What follows belongs to an exercise in optimizing a design on an open flow for small area, a short achievable clock period and few clock cycles; a production flow would make more cautious choices.
Function was checked by simulation only, so behaviour that the tests miss may differ from the original.
Power and IR drop assume default switching activity.

## flow/flow/run.sh

```bash
#!/bin/bash
# Standard layout, with the port buffers taken as the smallest plain buffer
# (buf_1) instead of the cell buffer_ports picks by default.
set -o pipefail
export BUFFER_PORTS_ARGS="-buffer_cell sky130_fd_sc_hd__buf_1"
bash standard.sh > standard_flow.log 2>&1
```

## flow/config.mk

```make
export PLATFORM = sky130hd
export DESIGN_NAME = g2p_field
export DESIGN_NICKNAME = g2p_field
export VERILOG_FILES = /design/flow/design.v
export SDC_FILE = /design/flow/constraint.sdc
export NUM_CORES = 4
export LEC_CHECK = 0
export CAP_MARGIN = 20
export CORE_MARGIN = 2
export CORE_UTILIZATION = 50
export SETUP_SLACK_MARGIN = 3.4
export SLEW_MARGIN = 20
```

## flow/constraint.sdc

```tcl
create_clock -name core_clock -period 8.0 [get_ports {clk}]
set_input_delay 1.6000 -clock core_clock [delete_from_list [all_inputs] [get_ports {clk}]]
set_output_delay 1.6000 -clock core_clock [all_outputs]
set_load 0.01 [all_outputs]
```

## flow/design.v

```verilog
module g2p_field (
    input  wire        clk,
    input  wire        rst,         
    input  wire        cmd_valid,
    input  wire [31:0] cmd,
    input  wire [63:0] opa,
    input  wire [63:0] opb,
    output wire        cmd_ready,
    output reg         done,
    output reg  [3:0]  code,
    output wire [16:0] res
);
    localparam integer K  = 4;      
    localparam integer KM = 4;      
    localparam [3:0] C_OK       = 4'd0;
    localparam [3:0] C_ILLEGAL  = 4'd1;
    localparam [3:0] C_NOFIELD  = 4'd2;
    localparam [3:0] C_REDEFINE = 4'd3;
    localparam [3:0] C_DEGREE   = 4'd4;
    localparam [3:0] C_MODDEG   = 4'd5;
    localparam [3:0] C_DIVZERO  = 4'd8;
    localparam [3:0] S_IDLE = 4'd0;
    localparam [3:0] S_MUL  = 4'd1;    
    localparam [3:0] S_DIV  = 4'd2;    
    localparam [3:0] S_CINI = 4'd3;    
    localparam [3:0] S_CSQ  = 4'd4;    
    localparam [3:0] S_CGCD = 4'd5;    
    localparam [3:0] S_CFIN = 4'd6;    
    localparam [3:0] S_SINI = 4'd7;    
    localparam [3:0] S_SSQ  = 4'd8;    
    localparam [3:0] S_SMU  = 4'd9;    
    reg [3:0] state;
    wire st_idle = (state == S_IDLE);
    wire st_mul  = (state == S_MUL);
    wire st_div  = (state == S_DIV);
    wire st_cini = (state == S_CINI);
    wire st_csq  = (state == S_CSQ);
    wire st_cgcd = (state == S_CGCD);
    wire st_cfin = (state == S_CFIN);
    wire st_sini = (state == S_SINI);
    wire st_ssq  = (state == S_SSQ);
    wire st_smu  = (state == S_SMU);
    assign cmd_ready = st_idle;
    reg        fvalid;
    reg        irr;         
    reg [4:0]  p;
    reg [16:0] fmod;
    reg        opa_hi;      
    reg        opb_hi;
    reg [15:0] topbit;      
    reg [KM-1:0] mt;        
    reg [15:0] mask;
    integer i;
    always @* begin
        for (i = 0; i < 16; i = i + 1)
            mask[i] = (p > i);
    end
    wire [15:0] a_el = opa[15:0] & mask;
    wire [15:0] b_el = opb[15:0] & mask;
    wire hi_zero   = (cmd[31:8] == 24'd0);
    wire is_setf   = hi_zero && (cmd[7:0] == 8'h0A);
    wire is_fcvt   = hi_zero && (cmd[7:0] == 8'h10);
    wire is_addsub = hi_zero && ((cmd[7:0] == 8'h11) || (cmd[7:0] == 8'h12));
    wire is_fmul   = hi_zero && (cmd[7:0] == 8'h13);
    wire is_fdiv   = hi_zero && (cmd[7:0] == 8'h14);
    wire is_field  = is_fcvt | is_addsub | is_fmul | is_fdiv;
    wire accept    = st_idle && cmd_valid;
    wire b_zero    = (b_el == 16'd0);
    wire start_mul = accept && fvalid && is_fmul;
    wire start_div = accept && fvalid && is_fdiv && !b_zero;
    wire set_res   = accept && fvalid && (is_fcvt || is_addsub);
    wire deg_bad = opa_hi || (p == 5'd0) || (p[4] && (p[3:0] != 4'd0));
    wire mod_ok  = !opb_hi && ((fmod >> p) == 17'd1);
    reg [16:0] f;
    reg [15:0] g;
    reg [15:0] u;
    reg [16:0] v;           
    reg [5:0]  e;           
    reg [4:0]  cnt;
    assign res = v;
    reg [KM-1:0] ub;        
    reg [KM-1:0] ovf;
    reg [15:0] m_u;
    reg [15:0] m_v;
    integer s, s2;
    always @* begin
        for (s = 0; s < KM; s = s + 1)
            ub[s] = |(u & (topbit >> s));
        for (s = 0; s < KM; s = s + 1) begin
            ovf[s] = ub[s];
            for (s2 = 0; s2 < s; s2 = s2 + 1)
                ovf[s] = ovf[s] ^ (ovf[s2] & mt[s - s2]);
        end
        m_u = u;
        m_v = v[15:0];
        for (s = 0; s < KM; s = s + 1) begin
            if (g[s]) m_v = m_v ^ m_u;
            m_u = {m_u[14:0], 1'b0} ^ (ovf[s] ? fmod[15:0] : 16'd0);
        end
    end
    wire [15:0] m_g   = g >> KM;
    wire        m_fin = (m_g == 16'd0);
    reg [2*K:0] q, q2;
    reg [6:0]   qs;
    reg         es;         
    reg [3:0]   eo;
    reg [16:0] d_f;
    reg [15:0] d_g;
    reg [15:0] d_u;
    reg [15:0] d_v;
    reg [5:0]  d_e;
    reg [5:0]  d_ep, d_en;
    reg        g0, sw;
    reg [16:0] d_f_in;
    reg        d_fin;
    reg        d_g1;        
    reg [16:0] gx;
    reg [15:0] ux;
    reg [16:0] ur;
    integer t, o;
    always @* begin
        for (o = -K; o <= K; o = o + 1) begin
            qs = {e[5], e} + o[6:0];
            q[K + o] = ~qs[6];
        end
        es = 1'b0;
        eo = 4'd0;
        d_f = f; d_g = g; d_u = u; d_v = v[15:0];
        for (t = 0; t < K; t = t + 1) begin
            g0 = d_g[0];
            sw = g0 & q[K];
            d_f_in = d_f;
            gx = {1'b0, d_g} ^ (g0 ? d_f : 17'd0);
            ux = d_u ^ (g0 ? d_v : 16'd0);
            ur = {1'b0, ux} ^ (ux[0] ? fmod : 17'd0);
            q2 = q;
            for (o = -K; o <= K; o = o + 1) begin
                if (sw)
                    q[K + o] = ~q2[K - o];
                else if (o < K)
                    q[K + o] = q2[K + o + 1];
                else
                    q[K + o] = 1'b0;
            end
            if (sw) begin
                d_f = {1'b0, d_g};
                if (!st_cgcd) d_v = d_u;
                es = ~es;
                eo = ~eo;
            end else begin
                eo = eo + 4'd1;
            end
            if (t == K - 1) begin
                d_g1  = g0 ? (({1'b0, d_g} ^ d_f_in) >> 1 == 17'd1) : (d_g[15:1] == 15'd1);
                d_fin = (sw ? (d_g == 16'd1) : (d_f_in == 17'd1)) ||
                        (g0 ? (({1'b0, d_g} ^ d_f_in) >> 2 == 17'd0) : (d_g[15:2] == 14'd0));
            end
            d_g = gx[16:1];
            d_u = ur[16:1];
        end
        d_e = 6'd0;
        for (o = -K; o <= K; o = o + 2) begin
            d_ep = e + o[5:0];
            d_en = ~e + o[5:0];
            if (eo == o[3:0])
                d_e = d_e | (es ? d_en : d_ep);
        end
    end
    reg gcd_pt;
    wire [4:0] cnt1 = cnt + 5'd1;
    always @* begin
        case (p)
            5'd4:  gcd_pt = (cnt1 == 5'd2);
            5'd6:  gcd_pt = (cnt1 == 5'd2) || (cnt1 == 5'd3);
            5'd8:  gcd_pt = (cnt1 == 5'd4);
            5'd9:  gcd_pt = (cnt1 == 5'd3);
            5'd10: gcd_pt = (cnt1 == 5'd2) || (cnt1 == 5'd5);
            5'd12: gcd_pt = (cnt1 == 5'd4) || (cnt1 == 5'd6);
            5'd14: gcd_pt = (cnt1 == 5'd2) || (cnt1 == 5'd7);
            5'd15: gcd_pt = (cnt1 == 5'd3) || (cnt1 == 5'd5);
            5'd16: gcd_pt = (cnt1 == 5'd8);
            default: gcd_pt = (cnt1 == 5'd1);     
        endcase
    end
    wire sq_last = (cnt1 == p);
    reg [4:0]  j0;
    always @* begin
        case (p)
            5'd4, 5'd6, 5'd10, 5'd14: j0 = 5'd1;
            5'd8, 5'd9, 5'd15:        j0 = 5'd2;
            5'd12, 5'd16:             j0 = 5'd3;
            default:                  j0 = 5'd0;
        endcase
    end
    wire [15:0] h0 = 16'd1 << (5'd1 << j0);
    wire f_one   = (f == 17'd1) || (g == 16'd1);  
    wire c_fin   = f_one || (g == 16'd0);        
    wire ini_ok  = !deg_bad && mod_ok;
    wire ini_run = (p != 5'd1) && fmod[0];       
    always @(posedge clk) begin
        if (rst) begin
            state  <= S_IDLE;
            done   <= 1'b0;
            code   <= C_OK;
            fvalid <= 1'b0;
        end else begin
            done <= 1'b0;
            case (state)
                S_IDLE: if (cmd_valid) begin
                    done <= 1'b1;
                    if (is_setf) begin
                        if (fvalid)
                            code <= C_REDEFINE;
                        else begin
                            done  <= 1'b0;
                            state <= S_CINI;
                        end
                    end else if (is_field) begin
                        if (!fvalid)
                            code <= C_NOFIELD;
                        else if (is_fcvt || is_addsub)
                            code <= C_OK;
                        else if (is_fmul) begin
                            code  <= C_OK;
                            done  <= 1'b0;
                            state <= S_MUL;
                        end else if (b_zero)
                            code <= C_DIVZERO;
                        else begin
                            code  <= C_OK;
                            done  <= 1'b0;
                            state <= irr ? S_DIV : S_SINI;
                        end
                    end else
                        code <= C_ILLEGAL;
                end
                S_MUL: if (m_fin) begin
                    done  <= 1'b1;
                    state <= S_IDLE;
                end
                S_DIV: if (d_fin) begin
                    done  <= 1'b1;
                    state <= S_IDLE;
                end
                S_CINI: begin
                    if (deg_bad) begin
                        code  <= C_DEGREE;
                        done  <= 1'b1;
                        state <= S_IDLE;
                    end else if (!mod_ok) begin
                        code  <= C_MODDEG;
                        done  <= 1'b1;
                        state <= S_IDLE;
                    end else begin
                        code   <= C_OK;
                        fvalid <= 1'b1;
                        state  <= ini_run ? S_CSQ : S_CFIN;
                    end
                end
                S_CSQ: if (m_fin) begin
                    if (sq_last)
                        state <= S_CFIN;
                    else if (gcd_pt)
                        state <= S_CGCD;
                end
                S_CGCD: if (c_fin)
                    state <= f_one ? S_CSQ : S_CFIN;
                S_CFIN: begin
                    done  <= 1'b1;
                    state <= S_IDLE;
                end
                S_SINI: state <= S_SSQ;
                S_SSQ: if (m_fin) state <= S_SMU;
                S_SMU: if (m_fin) begin
                    if (cnt == p - 5'd1) begin
                        done  <= 1'b1;
                        state <= S_IDLE;
                    end else
                        state <= S_SSQ;
                end
                default: state <= S_IDLE;
            endcase
        end
    end
    always @(posedge clk) begin
        if (st_idle && !fvalid) begin
            p      <= opa[4:0];
            fmod   <= opb[16:0];
            opa_hi <= (opa[63:5] != 59'd0);
            opb_hi <= (opb[63:17] != 47'd0);
        end
        if (st_cini) begin
            for (i = 0; i < 16; i = i + 1)
                topbit[i] <= (p == i + 1);
            for (i = 1; i < KM; i = i + 1)
                mt[i] <= (p >= i) && fmod[p - i];
            mt[0] <= 1'b0;
            irr <= !ini_run ? (p == 5'd1) : 1'b1;
        end else if (st_cfin && ini_run)
            irr <= irr && (v[15:0] == 16'd2);
        else if (st_cgcd && c_fin && !f_one)
            irr <= 1'b0;
    end
    always @(posedge clk) begin
        if (rst)
            v <= 17'd0;
        else begin
            case (state)
                S_IDLE: begin
                    if (start_mul || start_div)
                        v <= 17'd0;
                    else if (set_res)
                        v <= {1'b0, a_el ^ (is_addsub ? b_el : 16'd0)};
                end
                S_MUL, S_SMU: v <= {1'b0, m_v};
                S_DIV: v <= {1'b0, d_g1 ? d_u : d_v};
                S_CINI: if (ini_ok && ini_run) v <= 17'd0;
                S_CSQ: begin
                    if (m_fin && !sq_last && !gcd_pt)
                        v <= 17'd0;
                    else
                        v <= {1'b0, m_v};
                end
                S_CGCD: if (c_fin) v <= 17'd0;
                S_CFIN: v <= fmod;
                S_SSQ: v <= m_fin ? 17'd0 : {1'b0, m_v};
                default: ;
            endcase
            if (st_smu && m_fin && cnt != p - 5'd1)
                v <= 17'd0;
        end
    end
    always @(posedge clk) begin
        e <= d_e;
        case (state)
            S_IDLE: begin
                f <= fmod;
                g <= b_el;
                u <= a_el;
                e <= 6'd0;
            end
            S_MUL: begin
                u <= m_u;
                g <= m_g;
            end
            S_DIV: begin
                f <= d_f;
                g <= d_g;
                u <= d_u;
            end
            S_CINI: begin
                u   <= h0;
                g   <= h0;
                cnt <= j0;
            end
            S_CSQ: begin
                if (m_fin) begin
                    cnt <= cnt1;
                    if (gcd_pt) begin
                        f <= fmod;
                        g <= m_v ^ 16'd2;
                        e <= 6'd0;
                    end else begin
                        u <= m_v;
                        g <= m_v;
                    end
                end else begin
                    u <= m_u;
                    g <= m_g;
                end
            end
            S_CGCD: begin
                if (c_fin) begin
                    u <= v[15:0];
                    g <= v[15:0];
                end else begin
                    f <= d_f;
                    g <= d_g;
                    u <= d_u;
                end
            end
            S_SINI: begin
                f   <= {1'b0, u};
                u   <= g;
                cnt <= 5'd1;
            end
            S_SSQ: begin
                if (m_fin) begin
                    u <= m_v;
                    g <= f[15:0];
                    f <= {1'b0, m_v};
                end else begin
                    u <= m_u;
                    g <= m_g;
                end
            end
            S_SMU: begin
                if (m_fin) begin
                    cnt <= cnt + 5'd1;
                    u <= f[15:0];
                    g <= f[15:0];
                    f <= {1'b0, m_v};
                end else begin
                    u <= m_u;
                    g <= m_g;
                end
            end
            default: ;
        endcase
    end
endmodule
```

## flow/standard.sh

```bash
#!/bin/bash
# synth_recipe.tcl (not shown) runs the flow's synth.tcl, then flattens the netlist and writes it again
# the make line also repeats each setting of config.mk as NAME=value (left out here)
make -C /OpenROAD-flow-scripts/flow DESIGN_CONFIG=/design/flow/config.mk WORK_HOME=/design/flow/orfs CLKGATE_MAP_FILE= SYNTH_SCRIPT=/design/flow/synth_recipe.tcl "${@:-finish}"
```

==> results of run 1 <==
[synthesized netlist by cell type, types with 17 or more instances]
cell	n	area (um^2)
a221o_1	17	170
a21oi_1	184	921
nand3_1	110	551
and3_1	17	106
nor4_1	57	357
o21ai_0	141	706
a221oi_1	45	394
nor3_1	56	280
and2_1	17	106
nand2b_1	18	113
dfxtp_1	35	701
o21ai_1	34	170
nor2_1	206	773
buf_2	39	195
a211oi_1	29	218
inv_1	52	195
a22oi_1	39	293
ha_1	20	250
xnor2_1	240	2100
edfxtp_1	98	2940
mux2i_1	79	791
xor2_1	92	806
clkbuf_1	141	529
o211ai_1	25	188
a31oi_1	27	169
nand4_1	27	169
nand2_1	446	1670
[per-layer routing]
metal,vias up,GRT usage [%]
li1,9798,-
met1,10900,59.4
met2,2164,69.8
met3,563,19.5
met4,0,34.0
met5,-,0
[area by class of cell]
| class | count | share of cell area [%] |
|---|---|---|
| diodes | 6 | 0.0689 |
| repair buffers | 341 | 8.97 |
| well taps | 474 | 2.72 |
| multi-input cells | 2221 | 67.4 |
| inverters | 55 | 1.04 |
| clock buffers | 17 | 1.95 |
| clock inverters | 15 | 0.993 |
| flip-flops and latches | 133 | 16.8 |
[sequential cells by signal, indices dropped and copies added, names as in the netlist]
signal,count
cnt,5
code,4
done,1
e,6
f,17
fmod,17
fvalid,1
g,16
irr,1
j0,2
mt,3
opa_hi,1
opb_hi,1
p,5
state,4
topbit,16
u,16
v,17
[what timing repair did]
item	4_1_cts	5_1_grt
endpoints found under the setup margin	73	54
resized for setup	54	58
pin swaps	4	10
setup buffers	21	59
cloned	2	3
[worst max path at each step]
| stage | start | endpoint | slack, ps | cells past startpoint |
|---|---|---|---|---|
| floorplan | cmd[10] | v[12] | 3730 | 12 |
| global placement | g[0] | v[8] | 2300 | 13 |
| CTS | e[5] | u[10] | 3300 | 14 |
| global route | g[0] | u[10] | 3260 | 14 |
| finish | u[6] | g[2] | 3370 | 13 |
| detailed placement | g[0] | v[8] | 2200 | 13 |
[cells by family (layout without fill, tap and decap cells)]
logic type | after synthesis | count (layout)
mux | 96 | 96
compound gates | 705 | 705
xor+xnor | 347 | 350
flops | 133 | 133
other cells | 0 | 6
buf+inv | 263 | 428
fa+ha+maj | 22 | 22
simple gates | 1047 | 1048
[where the power goes]
| group | total [mW] | switching (mW) | internal, mW |
|---|---|---|---|
| Combinational | 2.16 | 1.41 | 0.741 |
| Sequential | 0.807 | 0.0457 | 0.762 |
| Clock | 0.896 | 0.367 | 0.529 |
| Total | 3.86 | 1.83 | 2.03 |
[tightest hold or removal path, delay by kind of cell, from the launching register on]
kind             cells  cell delay (ps)
AND/OR/NAND/NOR      1               50
flip-flops           1              310
AO/OA/AOI/OAI        1               50
[per-stage QoR]
step | hold slack, ps | cell area, um^2
after floorplan | 478 | 18800
after global placement | 443 | 19800
after detailed placement | 448 | 19800
after CTS | 458 | 20900
after global routing | 477 | 21800
final | 455 | 21800
==> run notes, run 1 <==
combinational family with the most area after synthesis=simple AND/OR/NAND/NOR gates; worst slack, placed=2200 ps; clock latency at the later pin of the worst-skew pair=480 ps; CP dominant cell by count=nor2_1; Placer Congestion=1.12; clock buffer count from CTS=17; CP arrival=4850 ps; Worst Setup End Kind=register; Min-Delay Path Class=register to register; CP Cell Sequence=a22oi_1, nand2_2, or4_4, and3_4, o31ai_1, and2_4, nor2_1, xnor2_1, nor2_1, xnor2_2, o22ai_1, a221oi_1, nor2_1; syn_nets=2796; critical path launch point type=register; Clock Tree Root=clkbuf_16; Clock Pin Slew Worst Setup and Hold Paths=70 ps; Max-slew headroom=16.0%; largest net degree at the start of global routing=61; CP bufs+invs=0; Avg Inst Size Synth=7.20 um^2; number of H-tree levels=4; Die Footprint=39200 um^2; clock sink total=133; Total Wirelength=98700 um; vias in the first global route=20900; met3 routed WL=15400 um; most frequent cells in the layout=446 x nand2_1, 220 x xnor2_1, 203 x nor2_1; crit-path max FO=23; Multi-input gate area=14700 um^2; XOR/XNOR share of the synthesized area=16.9%; Final Hold Fails=0; row cnt=71; Max VDD drop=176 uV; Starting Density=50.4%; Core ar.=37300 um^2; # fillers=3510; # DRC=0; setup_tns=0 ps; compound-gate portion of the synthesized area=24.7%; IO Port Bufs=185; CP max stage delay=670 ps; Slew @ Worst Pin=1260 ps; # setup viols final=0; IO Count=186; Finished Layout Cells=3262; adder-cell share of the synthesized area=1.44%; Cell variety after synth=105; Post-synth EDFFs=98; fin nets=2952; Vias/cell=7.17; Endpoint, Worst Hold=code[2]; GRT Overall Usage=48.7%; status=timing/DRC/antenna clean; Seq/Total Area, Yosys=19.4%; fin crit share=57.9%; DRT Pass-1 Iters=10; cts hold-fix bufs=0; reg2reg end=g[2]; post-route setup slack=3370 ps; reg2reg path depth=13; PwrDens=177 nW/um^2; critical path class=register to register; chip height=198 um; global-route wire length before repair=139000 um; Syn Std Cell Area=18800 um^2; met2 wire len=39800 um; final slew viol count=0; Sequential Area=3670 um^2; leakage=7.95 nW; hold path start=code[2]; Top FF cell, synth=edfxtp_1; Peak Freq=0.216 GHz; RSZ-0062 raised after global routing=true; Reg-to-Reg Start=u[6]; skew final=16.6 ps; routed length per instance=30.3 um; remaining antenna violation count=0; Post-synth ARST share=0%; highest routed layer=met4; CTS tree=done; HPWL Detailed=70600 um; Post-Synthesis Cells=2613; DIE WIDTH=198 um; commonest non-fill, non-tap cell in the layout=nand2_1; Detailed Route Iter0 Violations=4128; family with the most delay on the worst path=simple AND/OR/NAND/NOR gates; Total Power=3.86 mW; Worst Path Required=8220 ps; mux cell area share after synthesis=5.89%; hold path depth=2; clock buffer depth=2; Syn. warnings=1; area grow syn2layout=15.9%; Max-Cap Viols=0; Synth Area in Simple Gates=25.8%; Slowest cell on crit path=or4_4; M1 WL=34900 um; initial antenna violation count=4; layout cells sized above 1=12.3%; R2R Setup Slk=3370 ps; via count=23400; Layout Utilization=58.4%; Seq cells post-synth=133; Final min period=4630 ps; Placed Instances=3139; aggregate global routing overflow=0
Testbench counts, summed over its fixed seeds: cycles 18,852.
==> inputs of run 2 (changes only) <==
--- a/flow/config.mk
+++ b/flow/config.mk
@@ -8,5 +8,5 @@
 export CAP_MARGIN = 20
 export CORE_MARGIN = 2
 export CORE_UTILIZATION = 50
-export SETUP_SLACK_MARGIN = 3.4
+export SETUP_SLACK_MARGIN = 3.6
 export SLEW_MARGIN = 20
==> run 2 against run 1 <==
  * Still clean
  * Sequential share of layout area shrank 0.45 points
  * Utilization is 1.7 points higher
  * Die area unchanged
  * Combinational power up 8%
  * Clock skew hardly changed
  * Critical path type unchanged
==> run notes, run 2 <==
IO Port Bufs=185 (unchanged); critical path launch point type=register; number of H-tree levels=4 (unchanged); Reg-to-Reg Start=u[13]; Detailed Route Iter0 Violations=4573 (+11%); critical path class=register to register; clock buffer depth=2 (unchanged); Syn. warnings=1 (unchanged); status=timing/DRC/antenna clean; # fillers=3429 (-2.3%); Seq cells post-synth=133 (unchanged); Syn Std Cell Area=18800 um^2 (unchanged); Final min period=4480 ps (-158 ps); Peak Freq=0.223 GHz (+3.5%); cts hold-fix bufs=0 (unchanged); routed length per instance=31.1 um (+2.7%); Total Wirelength=102000 um (+3.0%); crit-path max FO=17 (-26%); area grow syn2layout=19.2%; Final Hold Fails=0 (unchanged); Finished Layout Cells=3269 (+0.21%); skew final=17.0 ps (+0.453 ps); reg2reg end=u[5]; layout cells sized above 1=14.2% (+1.9 points); Min-Delay Path Class=register to register; Largest regs=f x17, fmod x17, v x17; Placer Congestion=1.12 (unchanged); initial antenna violation count=4 (unchanged); commonest non-fill, non-tap cell in the layout=nand2_1; Clock Tree Root=clkbuf_16; final slew viol count=0 (unchanged); fin crit share=55.9% (-2.0 points); Yosys top cell area share=15.6% (unchanged); Post-synth EDFFs=98 (unchanged); syn_nets=2796 (unchanged); PwrDens=180 nW/um^2 (+1.6%); global-route wire length before repair=142000 um (+2.4%); CP arrival=4680 ps (-170 ps); R2R Setup Slk=3520 ps (+160 ps); Cell variety after synth=105 (unchanged); clock buffer count from CTS=17 (unchanged); RSZ-0062 raised after global routing=true; # setup viols final=0 (unchanged); setup_tns=0 ps (unchanged); HPWL Detailed=70600 um (unchanged); # DRC=0 (unchanged); clock latency at the later pin of the worst-skew pair=480 ps (about the same); Avg Inst Size Synth=7.20 um^2 (unchanged); Vias/cell=7.27 (+1.3%); Starting Density=50.4% (unchanged); Max VDD drop=173 uV (-2.1%); IO Count=186 (unchanged); reg2reg path depth=14 (+1); DIE WIDTH=198 um (unchanged); leakage=8.21 nW (+3.2%); Post-synth ARST share=0% (unchanged); Synth Area in Simple Gates=25.8% (unchanged); Synth area leaders=edfxtp_1 16%, xnor2_1 11%, nand2_1 8.9%, a21oi_1 4.9%, xor2_1 4.3%; vias in the first global route=21200 (+1.8%); Max-Cap Viols=0 (unchanged); mux cell area share after synthesis=5.89% (unchanged); chip height=198 um (unchanged); largest net degree at the start of global routing=61 (unchanged); Core ar.=37300 um^2 (unchanged); adder-cell share of the synthesized area=1.44% (unchanged); Crit. Startpoint=u[13]; XOR/XNOR share of the synthesized area=16.9% (unchanged); via count=23800 (+1.6%); most frequent cells in the layout=445 x nand2_1, 205 x xnor2_1, 203 x nor2_1; Clock Pin Slew Worst Setup and Hold Paths=70 ps (about the same); Placed Instances=3139 (unchanged); CP Capture Point=u[5]; Worst Setup End Kind=register; Slew @ Worst Pin=1330 ps (+77.0 ps); Top FF cell, synth=edfxtp_1; clock sink total=133 (unchanged); Max-slew headroom=10.3% (-5.7 points); row cnt=71 (unchanged); Worst Path Required=8200 ps (-20 ps); Post-Synthesis Cells=2613 (unchanged); biggest area consumer among synthesized cells=edfxtp_1; Seq/Total Area, Yosys=19.4% (unchanged); Synth top cells by count=446 x nand2_1, 240 x xnor2_1, 206 x nor2_1, 184 x a21oi_1; remaining antenna violation count=0 (unchanged); CTS tree=done; most frequent cell after synthesis=nand2_1; aggregate global routing overflow=0 (unchanged); fin nets=2960 (+0.27%); GRT Overall Usage=50.1% (+1.4 points); combinational family with the most area after synthesis=simple AND/OR/NAND/NOR gates; DRT Pass-1 Iters=13 (+3); Die Footprint=39200 um^2 (unchanged); compound-gate portion of the synthesized area=24.7% (unchanged)
[run 2: cell counts after synthesis]
No cell type changed its count.
[run 2: layout make-up]
cell class / instances / area (um^2) / share of cell area, %
Inverter: 55 / 240 / 1.07
Clock inverter: 15 / 216 / 0.966
Tap cell: 474 / 593 / 2.65
Clock buffer: 17 / 425 / 1.90
Antenna cell: 5 / 12.5 / 0.0558
Sequential cell: 133 / 3670 / 16.4
Timing Repair Buffer: 348 / 2050 / 9.17
Multi-Input combinational cell: 2222 / 15200 / 67.8
[run 2: logic make-up (layout without fill, tap and decap cells)]
group           count (synthesis)  count (layout)
simple gates                 1047            1048
compound gates                705             706
xor+xnor                      347             350
buf+inv                       263             435
flops                         133             133
mux                            96              96
fa+ha+maj                      22              22
other cells                     0               5
[run 2: worst min path at each step]
stage | start | end | slack, ps | cells past startpoint
2_1_floorplan | code[0] | code[0] | 480 | 2
4_1_cts | code[2] | code[2] | 460 | 2
5_1_grt | code[0] | code[0] | 480 | 2
6_report | code[2] | code[2] | 450 | 2
3_5_place_dp | code[2] | code[2] | 450 | 2
3_3_place_gp | code[2] | code[2] | 440 | 2
[run 2: layer usage]
| layer | vias up | part of all wire (%) | GRT usage [%] |
|---|---|---|---|
| li1 | 9838 | - | - |
| met3 | 675 | 16 | 21.6 |
| met1 | 11000 | 34 | 59.7 |
| met5 | - | 0.041 | 0.766 |
| met4 | 2 | 10 | 36.6 |
| met2 | 2213 | 40 | 71.5 |
[run 2: critical path, cell delays in order, from the launching register on]
cell and delay, ps:
edfxtp_1 560, buf_4 230, buf_4 210, a22oi_1 160
nand3_1 150, nor3_2 330, or3_4 330, nand3_1 120
xnor2_1 530, o21a_1 230, o21ai_1 110, xnor2_2 570
o21ai_1 110, a221oi_1 420, a21oi_1 130
[run 2: report_power, final]
part           switching (mW)  leakage, nW  internal, mW
sequential             0.0442         1.30         0.761
clock                   0.366        0.307         0.529
combinational            1.50         6.61         0.828
[run 2: stage by stage]
step / setup WS (ps) / util (%) / hold WS, ps / power [mW] / instance area (um^2)
4_1_cts: 3610 / 57.6 / 458 / 3.67 / 21500
6_report: 3520 / 60.1 / 455 / 4.03 / 22400
3_5_place_dp: 2200 / 53.2 / 448 / 2.64 / 19800
5_1_grt: 3470 / 60.0 / 477 / 4.11 / 22400
2_1_floorplan: 3730 / - / 478 / 2.06 / 18800
3_3_place_gp: 2300 / 53.2 / 443 / 2.64 / 19800
[run 2: what timing repair did]
action / 4_1_cts / 5_1_grt
hold endpoints to repair: 0 / 0
setup buffers: 58 / 29
endpoints found under the setup margin: 74 / 49
cloned: 4 / 2
pin swaps: 9 / 21
resized for setup: 92 / 103

## static timing again, ports no longer ideal
The flow's constraints put no driver on any port. The routed layouts listed below were extracted and timed again, unchanged, in two steps. Step 1 (the two cells are an assumption about what drives the block):
set clk [get_ports {clk}]
set_driving_cell -lib_cell sky130_fd_sc_hd__clkbuf_16 $clk
set_driving_cell -lib_cell sky130_fd_sc_hd__buf_2 [delete_from_list [all_inputs] $clk]
Step 2, shift: input delay + t, output delay - t, t = (earliest + latest rising clock arrival at the registers) / 2. This alone moves slack from input paths to output paths. a / b / c = ideal ports / drivers / drivers and shift; a / b = the first two.
run | t, ns | slack for setup (ns) | worst setup path after step 2 | worst data-port slew with drivers (ns) | pins driven straight from the clock port
run 1 | 0.525 | 3.367 / 3.367 / 3.166 | input to register | 0.08 | 1
run 2 | 0.524 | 3.524 / 3.524 / 3.161 | input to register | 0.07 | 1
After both steps every run listed still meets setup and hold. The setup slack of run 2, which loses most, moves by 0.000 ns with the drivers and by -0.363 ns with both steps.
